Context: an optimization exercise on an open-source flow, tuned for a short achievable clock period and few clock cycles. The choices shown serve that exercise and are no tape-out recipe. Where RTL was checked, it was by simulation tests only, not by an equivalence proof against the original.

==> exp/ember: inputs <==
Design kt8_core, start of the top module:
module kt8_core (
    input  wire        clk,
    input  wire        rst,           
    input  wire        start,         
    input  wire [15:0] start_addr,    
    input  wire        suspend,       
    output wire        mem_req,
    output wire        mem_we,
    output wire [15:0] mem_addr,
    output wire [7:0]  mem_wdata,
    input  wire [7:0]  mem_rdata,
    input  wire        mem_ready,
    output wire        busy,
    output wire        halted,
    output wire        faulted,
    output wire [2:0]  fault_code,
    output wire        retire,
    output wire [15:0] pc,
    output wire [7:0]  a,
    output wire [7:0]  w,
    output wire [7:0]  x,
    output wire [7:0]  y,
    output wire [7:0]  z,
    output wire [7:0]  sp,
    output wire [7:0]  flags
);
clock: 8.0 ns
lec_check: 0
cap_margin: 20
core_margin: 2
core_utilization: 40
slew_margin: 20
run.sh (not shown) runs the stock make flow with config.mk's settings and CLKGATE_MAP_FILE= SYNTH_SCRIPT=/design/flow/synth_recipe.tcl, a recipe that flattens the netlist after the stock synthesis.
==> inputs of exp/maple, as changes to exp/ember <==
--- a/flow/design.v
+++ b/flow/design.v
@@ -59,15 +59,20 @@
     reg [15:0] p_addr;
     reg [7:0]  p_wdata;
     assign mem_req   = p_req;
     assign mem_we    = p_we;
     assign mem_addr  = p_addr;
     assign mem_wdata = p_wdata;
     wire p_rd_now = p_req && !p_we && mem_ready;    
-    wire wb_busy  = p_req && p_we && !mem_ready;    
+    reg [1:0]  wb_n;
+    reg [15:0] wb_a0, wb_a1;
+    reg [7:0]  wb_d0, wb_d1;
+    wire wb_pop   = p_req && p_we && mem_ready;     
+    wire wb_slot  = (wb_n != 2'd2) || wb_pop;       
+    wire wb_clear = (wb_n == 2'd0) || (wb_n == 2'd1 && wb_pop);    
     function [1:0] need_of;
         input [7:0] o;
         begin
             need_of = 2'b00;
             if (o == 8'd1) need_of = 2'b11;
             else if (o >= 8'd2 && o <= 8'd16)
                 need_of = (o == 8'd2 || o == 8'd5 || o == 8'd8 || o == 8'd11 || o == 8'd14) ? 2'b11 :
@@ -116,37 +121,41 @@
     wire [1:0] h_cls = c_cls[fi];
     wire       h_pr  = c_pred[fi];
     wire [15:0] pc_f3   = pc_f + 16'd3;
     wire [15:0] faddr1  = faddr + 16'd1;
     wire [15:0] faddr2  = faddr + 16'd2;
     wire [15:0] faddr3  = faddr + 16'd3;
     wire       f_fill  = f_on && !f_hit;
-    wire       f_cap   = f_fill && (fk != 2'd3) && p_rd_now && (p_addr == faddr);
+    wire       f_cap   = f_fill && (fk != 2'd3) && p_rd_now && (wb_n == 2'd0) && (p_addr == faddr);
     wire       f_commit = f_fill && (fk == 2'd3);
     wire [1:0] need_rd = need_of(mem_rdata);
-    wire       f_cap_next = p_rd_now && (p_addr == pc_f3);
+    wire       f_cap_next = p_rd_now && (wb_n == 2'd0) && (p_addr == pc_f3);
     wire [1:0] need_fo = need_of(fop);
     wire [1:0]  n_cls  = cls_of(fop);
     wire [15:0] n_brt  = pc_f + {{8{fa1[7]}}, fa1};
     wire [15:0] n_jt   = {fa1, fa2} + 16'd3;
     wire [15:0] n_tgt  = (n_cls == C_BR) ? n_brt : n_jt;
     wire [7:0]  n_b1   = (n_cls == C_BR || n_cls == C_JMP) ? n_tgt[15:8] : fa1;
     wire [7:0]  n_b2   = (n_cls == C_BR || n_cls == C_JMP) ? n_tgt[7:0]  : fa2;
-    wire        n_pr   = fa1[7];       
+    wire        n_pr   = (n_cls == C_BR) && fa1[7];    
     wire        f_give = f_hit || f_commit;
     wire [7:0]  g_op   = f_hit ? h_op  : fop;
     wire [7:0]  g_b1   = f_hit ? h_b1  : n_b1;
     wire [7:0]  g_b2   = f_hit ? h_b2  : n_b2;
     wire [1:0]  g_cls  = f_hit ? h_cls : n_cls;
     wire        g_pr   = f_hit ? h_pr  : n_pr;
-    wire        g_tk   = (g_cls == C_JMP) || (g_cls == C_BR && g_pr);
-    wire [15:0] g_next = g_tk ? {g_b1, g_b2} : pc_f3;
+    reg  [15:0] jt_r, rt_r;
+    wire        g_tk   = (g_cls == C_JMP) || (g_cls != C_SEQ && g_pr);
+    wire [15:0] g_next = !g_tk ? pc_f3 :
+                         (g_cls != C_STOP) ? {g_b1, g_b2} :
+                         g_op[1] ? rt_r : jt_r;
     reg        dv;
     reg [7:0]  dop, db1, db2;
     reg        dpr;
+    reg [15:0] dnx;          
     reg k_nop, k_mov, k_ld, k_st, k_jmp, k_jmpi, k_jfn, k_ret, k_br;
     reg k_clc, k_sec, k_clo, k_phs, k_pos, k_pha, k_poa, k_cmp;
     reg k_and, k_ora, k_xor, k_rol, k_ror, k_bsr, k_bsl, k_add, k_sub;
     reg k_inc, k_dec, k_inr, k_der, k_ill;
     reg d_mem, d_idx;
     reg [2:0] d_rsel;
     always @(*) begin
@@ -255,24 +264,28 @@
     reg e_nop, e_mov, e_ld, e_st, e_jmp, e_jmpi, e_jfn, e_ret, e_br;
     reg e_clc, e_sec, e_clo, e_phs, e_pos, e_pha, e_poa, e_cmp;
     reg e_and, e_ora, e_xor, e_rol, e_ror, e_bsr, e_bsl, e_add, e_sub;
     reg e_inc, e_dec, e_inr, e_der, e_ill;
     reg e_mem, e_rmw, e_pop, e_wrw, e_msp;
     reg [2:0]  e_rsel, e_msrc, e_mdst, e_brc;
     reg [7:0]  e_a1;
-    reg [15:0] e_ea, e_ea2, e_tgt;
+    reg [15:0] e_ea, e_ea2, e_tgt, e_pnx;
     reg        e_pred;
     reg [7:0]  tmp, tmp2;
-    reg        smc_pend;
+    reg        smc_pend;      
+    reg        smc_r;         
+    reg        smc_last;      
+    wire       smc_kill = smc_r && smc_last;    
     wire fl_n = rfl[7];
     wire fl_z = rfl[1];
     wire fl_c = rfl[0];
     wire at_end  = {1'b0, pc_r} >= end_r;
     wire e_afl   = &pc_r[15:1];
-    wire rd_e    = p_rd_now && p_own_e;
+    wire e_rd_blk = p_own_e && ((wb_n != 2'd0 && p_addr == wb_a0) || (wb_n == 2'd2 && p_addr == wb_a1));
+    wire rd_e    = p_rd_now && p_own_e && !e_rd_blk;
     function [7:0] reg_rd;
         input [2:0] sel;
         begin
             case (sel)
                 3'd1:    reg_rd = ra;
                 3'd2:    reg_rd = rw;
                 3'd3:    reg_rd = rx;
@@ -308,15 +321,15 @@
     wire [7:0] dec_r   = mem_rdata - 8'd1;
     wire [7:0] ird_r   = reg_rd(e_rsel);
     wire [7:0] inr_v   = ird_r + 8'd1;
     wire [7:0] der_v   = ird_r - 8'd1;
     wire [7:0] mov_v   = reg_rd(e_msrc);
     wire [15:0] pc_r3  = pc_r + 16'd3;
     wire e_s0    = iv && (estep == 2'd0);
-    wire e_live  = iv && ((estep != 2'd0) || (!at_end && !suspend));
+    wire e_live  = iv && !smc_kill && ((estep != 2'd0) || (!at_end && !suspend));
     reg  e_nrd, e_nwr, e_flt;
     reg  [2:0] e_fcode;
     reg  e_last;             
     always @(*) begin
         e_nrd = 1'b0; e_nwr = 1'b0; e_flt = 1'b0; e_fcode = F_ILLEGAL; e_last = 1'b1;
         if (estep == 2'd0 && e_afl) begin
             e_flt = 1'b1; e_fcode = F_ADDRESS;
@@ -340,17 +353,17 @@
             e_nrd = 1'b1; e_nwr = 1'b1;
         end else if (e_st) begin
             e_nwr = 1'b1;
         end else if (e_mem) begin
             e_nrd = 1'b1;
         end
     end
-    wire e_exec  = e_live && !e_flt && (!e_nrd || rd_e) && (!e_nwr || !wb_busy);
-    wire e_fault = e_live && e_flt && !wb_busy;
-    wire e_halt  = (!iv || estep == 2'd0) && at_end && !wb_busy && st_busy && !in_hdr;
+    wire e_exec  = e_live && !e_flt && (!e_nrd || rd_e) && (!e_nwr || wb_slot);
+    wire e_fault = e_live && e_flt && wb_clear;
+    wire e_halt  = (!iv || estep == 2'd0) && at_end && wb_clear && st_busy && !in_hdr;
     wire e_done  = e_exec && e_last;        
     wire e_adv   = e_exec && !e_last;       
     wire e_qw    = e_exec && e_nwr;
     wire e_end   = e_fault || e_halt;
     reg [15:0] e_waddr;
     reg [7:0]  e_wdata;
     always @(*) begin
@@ -377,46 +390,78 @@
         if (e_br) begin
             e_npc   = br_taken ? e_tgt : pc_r3;
             e_redir = (br_taken != e_pred);
         end else if (e_jmp || e_jfn) begin
             e_npc = e_tgt;
         end else if (e_ret || e_jmpi) begin
             e_npc   = (e_ret ? {tmp2, tmp} : {tmp, tmp2}) + 16'd3;
-            e_redir = 1'b1;
+            e_redir = !e_pred || (e_npc != e_pnx);
         end
-        if (e_smc || smc_pend) e_redir = 1'b1;
+        if (smc_pend || (smc_r && !smc_last)) e_redir = 1'b1;
     end
     wire e_redirect = e_done && e_redir;
     wire hazard = iv && ((d_idx && e_wrw) || (d_pop && e_msp));
-    wire d_adv  = dv && !hazard && (!iv || e_done) && !e_redirect && st_busy && !in_hdr && !e_end;
+    wire d_adv  = dv && !hazard && (!iv || e_done) && !e_redirect && !smc_r && st_busy && !in_hdr && !e_end;
     wire d_take = !dv || d_adv;      
     reg        en_rd;
     reg [15:0] en_addr;
     always @(*) begin
         en_rd = 1'b0;
         en_addr = e_ea;
         if (d_adv) begin
             en_rd = d_rd0;
             en_addr = d_rad0;
         end else if (iv && !e_done && !e_end) begin
             if (e_adv) begin
                 en_rd = (e_ret && estep == 2'd0) || (e_jmpi && estep == 2'd0);
                 en_addr = e_ret ? {8'h01, rsp + 8'd2} : e_ea2;
             end else begin
-                en_rd = e_nrd;
+                en_rd = e_nrd && !e_flt && (estep != 2'd0 || !at_end);
                 en_addr = e_pop ? {8'h01, rsp + 8'd1} : ((e_jmpi && estep == 2'd1) ? e_ea2 : e_ea);
             end
         end
     end
     wire [15:0] f_req = e_redirect ? e_npc : faddr;
+    wire [1:0]  wb_n_nx = wb_n - {1'b0, wb_pop} + {1'b0, e_qw};
+    wire [15:0] wh_a = wb_pop ? ((wb_n == 2'd2) ? wb_a1 : e_waddr) : ((wb_n == 2'd0) ? e_waddr : wb_a0);
+    wire [7:0]  wh_d = wb_pop ? ((wb_n == 2'd2) ? wb_d1 : e_wdata) : ((wb_n == 2'd0) ? e_wdata : wb_d0);
+    wire        drain = (wb_n_nx != 2'd0) && (e_rd_blk || !en_rd || wb_n_nx == 2'd2);
+    always @(posedge clk) begin
+        if (rst) begin
+            wb_n <= 2'd0;
+        end else begin
+            wb_n <= wb_n_nx;
+            if (wb_pop) begin
+                if (wb_n == 2'd2) begin
+                    wb_a0 <= wb_a1; wb_d0 <= wb_d1;
+                    if (e_qw) begin wb_a1 <= e_waddr; wb_d1 <= e_wdata; end
+                end else if (e_qw) begin
+                    wb_a0 <= e_waddr; wb_d0 <= e_wdata;
+                end
+            end else if (e_qw) begin
+                if (wb_n == 2'd0) begin wb_a0 <= e_waddr; wb_d0 <= e_wdata; end
+                else begin wb_a1 <= e_waddr; wb_d1 <= e_wdata; end
+            end
+        end
+    end
     wire start_cmd = start && !st_busy;
     wire hcap = in_hdr && p_rd_now;
     wire [16:0] hdr_end = {1'b0, start_r} + 17'd3 + {1'b0, hdr1, mem_rdata};
     wire [15:0] start3 = start_r + 16'd3;
-    wire flush = start_cmd || e_smc;
+    wire flush = start_cmd || smc_r;
+    always @(posedge clk) begin
+        if (rst || start_cmd) begin
+            smc_r <= 1'b0; smc_last <= 1'b0; smc_pend <= 1'b0;
+        end else begin
+            smc_r    <= e_smc && !e_end;
+            smc_last <= e_last;
+            if (e_done || e_end) smc_pend <= 1'b0;
+            else if (smc_r && !smc_last) smc_pend <= 1'b1;
+        end
+    end
     integer i;
     always @(posedge clk) begin
         if (f_commit && !rst) begin
             c_tag[fi] <= pc_f[15:6];
             c_op[fi]  <= fop;
             c_b1[fi]  <= n_b1;
             c_b2[fi]  <= n_b2;
@@ -433,32 +478,38 @@
             if (pc_f < lo_r) lo_r <= pc_f;
             if ({1'b0, pc_f} + 17'd2 > hi2_r) hi2_r <= {1'b0, pc_f} + 17'd2;
         end
     end
     always @(posedge clk) begin
         if (f_commit) c_pred[fi] <= n_pr;
         else if (e_done && e_br) c_pred[pc_r[5:0]] <= br_taken;
+        else if (e_done && (e_ret || e_jmpi)) c_pred[pc_r[5:0]] <= 1'b1;
+    end
+    always @(posedge clk) begin
+        if (rst) begin
+            jt_r <= 16'h0000; rt_r <= 16'h0000;
+        end else if (e_done && e_ret) rt_r <= e_npc;
+        else if (e_done && e_jmpi) jt_r <= e_npc;
     end
     always @(posedge clk) begin
         if (rst) begin
             p_req <= 1'b0; p_we <= 1'b0; p_own_e <= 1'b0;
             p_addr <= 16'h0000; p_wdata <= 8'h00;
         end else if (start_cmd) begin
             p_req <= (start_addr >= PROG_LO); p_we <= 1'b0; p_own_e <= 1'b0;
             p_addr <= start_addr;
-        end else if (e_qw) begin
-            p_req <= 1'b1; p_we <= 1'b1; p_own_e <= 1'b0;
-            p_addr <= e_waddr; p_wdata <= e_wdata;
-        end else if (wb_busy) begin
         end else if (!st_busy || e_end) begin
             p_req <= 1'b0; p_we <= 1'b0; p_own_e <= 1'b0;
         end else if (in_hdr) begin
             p_req <= 1'b1; p_we <= 1'b0; p_own_e <= 1'b0;
             if (hcap && hstep == 2'd2) p_addr <= start3;
             else if (hcap) p_addr <= p_addr + 16'd1;
+        end else if (drain) begin
+            p_req <= 1'b1; p_we <= 1'b1; p_own_e <= 1'b0;
+            p_addr <= wh_a; p_wdata <= wh_d;
         end else if (en_rd) begin
             p_req <= 1'b1; p_we <= 1'b0; p_own_e <= 1'b1;
             p_addr <= en_addr;
         end else begin
             p_req <= 1'b1; p_we <= 1'b0; p_own_e <= 1'b0;
             p_addr <= f_req;
         end
@@ -468,26 +519,26 @@
             st_busy <= 1'b0; st_halted <= 1'b0; st_faulted <= 1'b0; st_fault <= 3'd0;
             retire_r <= 1'b0;
             pc_r <= 16'h0000;
             ra <= 8'h00; rw <= 8'h00; rx <= 8'h00; ry <= 8'h00; rz <= 8'h00;
             rsp <= 8'hFF; rfl <= 8'h24;
             end_r <= 17'd0; start_r <= 16'h0000;
             in_hdr <= 1'b0; hstep <= 2'd0; hdr0 <= 8'h00; hdr1 <= 8'h00;
-            iv <= 1'b0; estep <= 2'd0; smc_pend <= 1'b0;
+            iv <= 1'b0; estep <= 2'd0;
             tmp <= 8'h00; tmp2 <= 8'h00;
         end else begin
             retire_r <= 1'b0;
             if (start_cmd) begin
                 st_busy <= 1'b1; st_halted <= 1'b0; st_faulted <= 1'b0; st_fault <= 3'd0;
                 start_r <= start_addr;
                 end_r <= 17'd0;
                 pc_r <= 16'h0000;
                 ra <= 8'h00; rw <= 8'h00; rx <= 8'h00; ry <= 8'h00; rz <= 8'h00;
                 rsp <= 8'hFF; rfl <= 8'h24;
-                iv <= 1'b0; estep <= 2'd0; smc_pend <= 1'b0;
+                iv <= 1'b0; estep <= 2'd0;
                 hstep <= 2'd0;
                 if (start_addr < PROG_LO) begin
                     st_busy <= 1'b0; st_faulted <= 1'b1; st_fault <= F_SEGMENT;
                     in_hdr <= 1'b0;
                 end else begin
                     in_hdr <= 1'b1;
                 end
@@ -585,23 +636,21 @@
                             if (estep == 2'd0) tmp  <= mem_rdata;
                             if (estep == 2'd1) tmp2 <= mem_rdata;
                         end
                         if (e_last) begin
                             retire_r <= 1'b1;
                             pc_r     <= e_npc;
                             estep    <= 2'd0;
-                            smc_pend <= 1'b0;
                         end else begin
                             estep    <= estep + 2'd1;
-                            if (e_smc) smc_pend <= 1'b1;
                         end
                     end
                     if (d_adv) begin
                         iv <= 1'b1;
-                    end else if (e_done) begin
+                    end else if (e_done || smc_kill) begin
                         iv <= 1'b0;
                     end
                 end
             end
         end
     end
     always @(posedge clk) begin
@@ -615,14 +664,15 @@
             e_der <= k_der; e_ill <= d_ill;
             e_mem <= d_mem; e_rmw <= d_rmw; e_pop <= d_pop; e_wrw <= d_wrw; e_msp <= d_msp;
             e_rsel <= d_rsel; e_msrc <= db1[2:0]; e_mdst <= db2[2:0];
             e_brc <= dop[2:0] - 3'd7;     
             e_a1 <= db1;
             e_ea <= d_ea; e_ea2 <= d_ea2; e_tgt <= {db1, db2};
             e_pred <= dpr;
+            e_pnx <= dnx;
         end
     end
     always @(posedge clk) begin
         if (rst || start_cmd || !st_busy || in_hdr || e_end) begin
             dv <= 1'b0;
             f_on <= 1'b0;
             fk <= 2'd0;
@@ -633,24 +683,31 @@
             end
         end else if (e_redirect) begin
             dv <= 1'b0;
             f_on <= 1'b1;
             pc_f <= e_npc;
             faddr <= e_npc;
             fk <= 2'd0;
+        end else if (smc_kill) begin
+            dv <= 1'b0;
+            f_on <= 1'b1;
+            pc_f <= pc_r;
+            faddr <= pc_r;
+            fk <= 2'd0;
+        end else if (smc_r) begin
+            dv <= 1'b0;
+            fk <= 2'd0;
+            faddr <= pc_f;
         end else begin
             if (d_adv) dv <= 1'b0;
-            if (e_smc) begin
-                fk <= 2'd0;
-                faddr <= pc_f;
-            end else if (f_give && d_take) begin
+            if (f_give && d_take) begin
                 dv  <= 1'b1;
-                dop <= g_op; db1 <= g_b1; db2 <= g_b2; dpr <= g_pr;
+                dop <= g_op; db1 <= g_b1; db2 <= g_b2; dpr <= g_pr; dnx <= g_next;
                 pc_f <= g_next;
-                if (g_cls == C_STOP) f_on <= 1'b0;
+                if (g_cls == C_STOP && !g_pr) f_on <= 1'b0;
                 if (f_commit && !g_tk && f_cap_next) begin
                     fop <= mem_rdata;
                     fk <= need_rd[1] ? 2'd1 : need_rd[0] ? 2'd2 : 2'd3;
                     faddr <= need_rd[1] ? pc_f3 + 16'd1 : need_rd[0] ? pc_f3 + 16'd2 : pc_f3 + 16'd3;
                 end else begin
                     fk <= 2'd0;
                     faddr <= g_next;
==> flow/config.mk (replaced) <==
export PLATFORM = sky130hd
export DESIGN_NAME = kt8_core
export DESIGN_NICKNAME = kt8_core
export VERILOG_FILES = /design/flow/design.v
export SDC_FILE = /design/flow/constraint.sdc
export NUM_CORES = 4
export LEC_CHECK = 0
export ABC_CLOCK_PERIOD_IN_PS = 3000
export CAP_MARGIN = 20
export CORE_MARGIN = 2
export CORE_UTILIZATION = 40
export SETUP_SLACK_MARGIN = 4.5
export SLEW_MARGIN = 20
export SYNTH_MEMORY_MAX_BITS = 16384
export TNS_END_PERCENT = 5
==> notes <==
- exp/ember never finished: it broke off in synthesis. exp/maple passed the timing, DRC and antenna checks.
Testbench counts of exp/maple, summed over its fixed seeds: cycles 98,025.
For exp/ember, only the layout was checked, not whether the RTL still works.

==> separate check: timing with driven ports <==
The flow's constraints put no driver on any port. The routed layout listed below was extracted and timed again, unchanged, in two steps.
Step 1 (the two cells are an assumption about what drives the block):
set clk [get_ports {clk}]
set_driving_cell -lib_cell sky130_fd_sc_hd__clkbuf_16 $clk
set_driving_cell -lib_cell sky130_fd_sc_hd__buf_2 [delete_from_list [all_inputs] $clk]
Step 2 also shifts input and output timing later by t, the mid clock arrival at the registers, as if the neighbouring blocks saw the same clock.
Three values: ideal ports, drivers, drivers and shift; two values: the first two.
run: exp/maple
shift t [ns]: 1.023
setup WS [ns]: 2.637 / 2.637 / 1.870
worst setup path at the end: input to register
clock arrival spread, ns: 0.133 / 0.132
After both steps setup and hold are still met in exp/maple. For exp/maple, drivers alone change the setup slack by 0.000 ns; drivers and shift together by -0.767 ns.
